This is an optimization exercise on Yosys and OpenROAD, whose aim is small area, a short achievable clock period and few clock cycles, not a production implementation.
At most, simulation tests tie the RTL to the original design; equivalence was not proved.
The clock input has no modelled driver; a real chip could not lean on it and would need a root buffer or a full tree.
Power and IR drop assume default switching activity.

==> module frame_serializer, before the edit <==
module frame_serializer (
    input  wire         clk,
    input  wire         rst,
    input  wire         req_valid,
    output reg          req_ready,
    input  wire         op,           
    input  wire         ft,
    input  wire         aw,
    input  wire [31:0]  raw_id,
    input  wire [7:0]   sid_raw,
    input  wire [7:0]   nid_raw,
    input  wire [7:0]   plen,
    input  wire [119:0] pay,
    output reg          tx_valid,
    output reg  [7:0]   tx_data,
    output reg          tx_last,
    input  wire         tx_ready,
    output reg          resp_valid,
    output wire [2:0]   status,
    output reg  [4:0]   wire_len
);
    wire ok, bad, oor, ptl;
    frame_request_check u_chk (
        .op(op), .aw(aw), .raw_hi(raw_id[31:16]), .sid_raw(sid_raw), .nid_raw(nid_raw),
        .plen(plen), .ok(ok), .bad(bad), .oor(oor), .ptl(ptl)
    );
    reg [1:0] st;
    assign status = {1'b0, st};
    reg       n_cfg, n_addr, n_pay, n_end;
    reg [3:0] ilo, ihi;     
    reg       r_op, r_aw;
    reg [3:0] r_len;
    wire take     = tx_valid && tx_ready;
    wire [3:0] lst    = r_len - 4'd1;
    wire addr_lst = r_aw ? ilo[3] : ilo[1];
    wire pay_lst  = ilo[lst[1:0]] && ihi[lst[3:2]];
    wire no_pay   = (r_len == 4'd0);
    wire step     = (n_addr && !addr_lst) || (n_pay && !pay_lst);
    wire [3:0]  s_addr = {4{n_addr}} & ilo;
    reg  [14:0] s_pay;
    integer i;
    always @(*)
        for (i = 0; i < 15; i = i + 1)
            s_pay[i] = n_pay && ilo[i % 4] && ihi[i / 4];
    wire [7:0] nxt;
    frame_byte_mux u_mux (
        .s_cfg(n_cfg),
        .s_a0r(s_addr[0] && !r_op), .s_a0p(s_addr[0] && r_op),
        .s_a1r(s_addr[1] && !r_op), .s_a1p(s_addr[1] && r_op),
        .s_a2r(s_addr[2] && !r_op), .s_a3r(s_addr[3] && !r_op),
        .s_pay(s_pay), .s_end(n_end),
        .aw(aw), .ft(ft), .plen(plen[3:0]), .raw_id(raw_id),
        .sid(sid_raw[4:0]), .nid(nid_raw[5:0]), .pay(pay), .y(nxt)
    );
    wire acc  = req_ready && req_valid && !rst;
    wire done = take && tx_last && !rst;
    wire tx_valid_d, resp_valid_d, req_ready_d;
    fc_ao21 u_v (.a(ok),  .b(acc), .c(!rst && tx_valid && !(tx_ready && tx_last)), .y(tx_valid_d));
    fc_ao21 u_r (.a(bad), .b(acc), .c(done), .y(resp_valid_d));
    fc_ao21 u_q (.a(bad), .b(acc), .c(rst || (req_ready && !req_valid) || done), .y(req_ready_d));
    wire [4:0] len_sum = 5'd5 + {3'd0, aw, 1'b0} + {1'b0, plen[3:0]};
    always @(posedge clk) begin
        st       <= {ptl, oor};
        wire_len <= {5{ok}} & len_sum;
        r_op     <= op;
        r_aw     <= aw;
        r_len    <= plen[3:0];
        if (req_ready) begin
            tx_data <= 8'hAA;
            n_cfg   <= 1'b1;
            n_addr  <= 1'b0;
            n_pay   <= 1'b0;
            n_end   <= 1'b0;
            ilo     <= 4'b0001;
            ihi     <= 4'b0001;
        end else if (take) begin
            tx_data <= nxt;
            n_cfg   <= 1'b0;
            n_addr  <= n_cfg || (n_addr && !addr_lst);
            n_pay   <= (n_addr && addr_lst && !no_pay) || (n_pay && !pay_lst);
            n_end   <= (n_addr && addr_lst && no_pay) || (n_pay && pay_lst) || n_end;
            ilo     <= step ? {ilo[2:0], ilo[3]} : 4'b0001;
            ihi     <= !step ? 4'b0001 : (ilo[3] ? {ihi[2:0], ihi[3]} : ihi);
        end
        req_ready  <= req_ready_d;
        tx_valid   <= tx_valid_d;
        resp_valid <= resp_valid_d;
        tx_last    <= !rst && tx_valid && !(tx_ready && tx_last) && (tx_ready ? n_end : tx_last);
    end
endmodule
export LEC_CHECK = 0
export CAP_MARGIN = 20
export CORE_MARGIN = 2
export CORE_UTILIZATION = 60
export SETUP_SLACK_MARGIN = 3.85
export SLEW_MARGIN = 20
export SYNTH_HIERARCHICAL = 1
create_clock -name core_clock -period 6.0 [get_ports {clk}]
standard.sh (not shown) runs the stock make flow with config.mk's settings and CLKGATE_MAP_FILE= SYNTH_SCRIPT=/design/flow/synth_recipe.tcl, a recipe that flattens the netlist after the stock synthesis.
==> flow/flow/run.sh <==
#!/bin/bash
# Standard layout, except that:
#  - the port buffers are the smallest buffer cell (buf_1);
#  - the clock tree is built by flow/manual_tree.tcl in place of TritonCTS:
#    the clock port drives 4 root buffers, each next to its share of the
#    leaf buffers, and each leaf buffer drives one balanced k-means cluster
#    of flip-flops. Everything after the tree (legalisation, timing repair,
#    routing, finishing) is the standard cts.tcl and later steps.
set -euo pipefail
here=$(pwd)
export BUFFER_PORTS_ARGS="-buffer_cell sky130_fd_sc_hd__buf_1"
bash standard.sh synth > log_synth.log 2>&1
rm -rf scripts_mt
cp -r "$FLOW_HOME/scripts" scripts_mt
python3 - "$here/scripts_mt/cts.tcl" > log_patch.log 2>&1 <<'PY'
import sys
p = sys.argv[1]
s = open(p).read()
old = "log_cmd clock_tree_synthesis {*}$cts_args"
assert s.count(old) == 1
s = s.replace(old, "source $::env(MT_TREE_TCL)\nmt_build $::env(MT_NLEAF) $::env(MT_NROOT) $::env(MT_LEAF_CELL) $::env(MT_ROOT_CELL)")
open(p, "w").write(s)
print("patched", p)
PY
export MT_TREE_TCL="$here/flow/manual_tree.tcl"
export MT_NLEAF=8
export MT_NROOT=4
export MT_LEAF_CELL=sky130_fd_sc_hd__clkbuf_16
export MT_ROOT_CELL=sky130_fd_sc_hd__clkbuf_8
bash standard.sh SCRIPTS_DIR="$here/scripts_mt" finish > log_flow.log 2>&1
Other scripts of this flow, unchanged in this note and not shown: flow/flow/manual_tree.tcl
Edit:
--- a/flow/design.v
+++ b/flow/design.v
@@ -101,23 +101,22 @@
     );
     reg [1:0] st;
     assign status = {1'b0, st};
     reg       n_cfg, n_addr, n_pay, n_end;
-    reg [3:0] ilo, ihi;     
+    reg [3:0] nidx;
     reg       r_op, r_aw;
     reg [3:0] r_len;
     wire take     = tx_valid && tx_ready;
-    wire [3:0] lst    = r_len - 4'd1;
-    wire addr_lst = r_aw ? ilo[3] : ilo[1];
-    wire pay_lst  = ilo[lst[1:0]] && ihi[lst[3:2]];
+    wire addr_lst = (nidx[1:0] == {r_aw, 1'b1});
+    wire pay_lst  = (nidx == r_len - 4'd1);
     wire no_pay   = (r_len == 4'd0);
     wire step     = (n_addr && !addr_lst) || (n_pay && !pay_lst);
-    wire [3:0]  s_addr = {4{n_addr}} & ilo;
+    wire [3:0]  s_addr = {4{n_addr}} & (4'b0001 << nidx[1:0]);
     reg  [14:0] s_pay;
     integer i;
     always @(*)
         for (i = 0; i < 15; i = i + 1)
-            s_pay[i] = n_pay && ilo[i % 4] && ihi[i / 4];
+            s_pay[i] = n_pay && nidx == i;
     wire [7:0] nxt;
     frame_byte_mux u_mux (
         .s_cfg(n_cfg),
         .s_a0r(s_addr[0] && !r_op), .s_a0p(s_addr[0] && r_op),
@@ -145,18 +144,16 @@
             n_cfg   <= 1'b1;
             n_addr  <= 1'b0;
             n_pay   <= 1'b0;
             n_end   <= 1'b0;
-            ilo     <= 4'b0001;
-            ihi     <= 4'b0001;
+            nidx    <= 4'd0;
         end else if (take) begin
             tx_data <= nxt;
             n_cfg   <= 1'b0;
             n_addr  <= n_cfg || (n_addr && !addr_lst);
             n_pay   <= (n_addr && addr_lst && !no_pay) || (n_pay && !pay_lst);
             n_end   <= (n_addr && addr_lst && no_pay) || (n_pay && pay_lst) || n_end;
-            ilo     <= step ? {ilo[2:0], ilo[3]} : 4'b0001;
-            ihi     <= !step ? 4'b0001 : (ilo[3] ? {ihi[2:0], ihi[3]} : ihi);
+            nidx    <= step ? nidx + 4'd1 : 4'd0;
         end
         req_ready  <= req_ready_d;
         tx_valid   <= tx_valid_d;
         resp_valid <= resp_valid_d;
After rerunning: Die area fell by 1.3%. Cell count falls by about 2.3%. Setup slack stays flat. Core utilization came out lower by 2.1 points. Critical path depth does not change. Final area went down by about 3%. Sequential cell count is lower by 4. Total power fell by 3.4%. Global-route usage falls by 4.0 points. Hold slack hardly moves. Via count decreases by about 7%. First-iteration DRC count increases by 2.0%. Combinational power falls by 13%. Synthesized area decreases by about 1.4%.
Testbench counts after the change, summed over its fixed seeds: cycles 56,146.
For the first run of this note, only the layout was checked, not whether the RTL still works. No run of this note takes its clock network from TritonCTS; it comes from the design's own scripts or RTL.

static timing again, ports no longer ideal:
The results above use ideal ports. As a check the final layouts listed here were re-extracted and re-timed, cells and wires unchanged. Step 1 (the two cells are an assumption about what drives the block):
set clk [get_ports {clk}]
set_driving_cell -lib_cell sky130_fd_sc_hd__clkbuf_16 $clk
set_driving_cell -lib_cell sky130_fd_sc_hd__buf_2 [delete_from_list [all_inputs] $clk]
Step 2 adds t to the input delays and takes it off the output delays; t is the mean of the earliest and latest rising clock arrival at the registers after step 1. Input paths then give back, and output paths get back, about the clock's delay inside the block. a / b / c = no drivers / after step 1 / after step 2; a / b = the first two.
run | shift t [ns] | slack for setup (ns) | hold WS [ns] | clock arrival spread, ns | worst slew at a driven data input, ns
the first run | 0.376 | 3.831 / 3.754 / 3.461 | 0.469 / 0.469 / 0.469 | 0.030 / 0.030 | 0.14
the second run | 0.369 | 3.831 / 3.762 / 3.508 | 0.466 / 0.466 / 0.466 | 0.026 / 0.026 | 0.12
After both steps setup and hold are still met in every run listed. For the first run, which loses most, drivers alone change the setup slack by -0.077 ns; drivers and shift together by -0.370 ns.
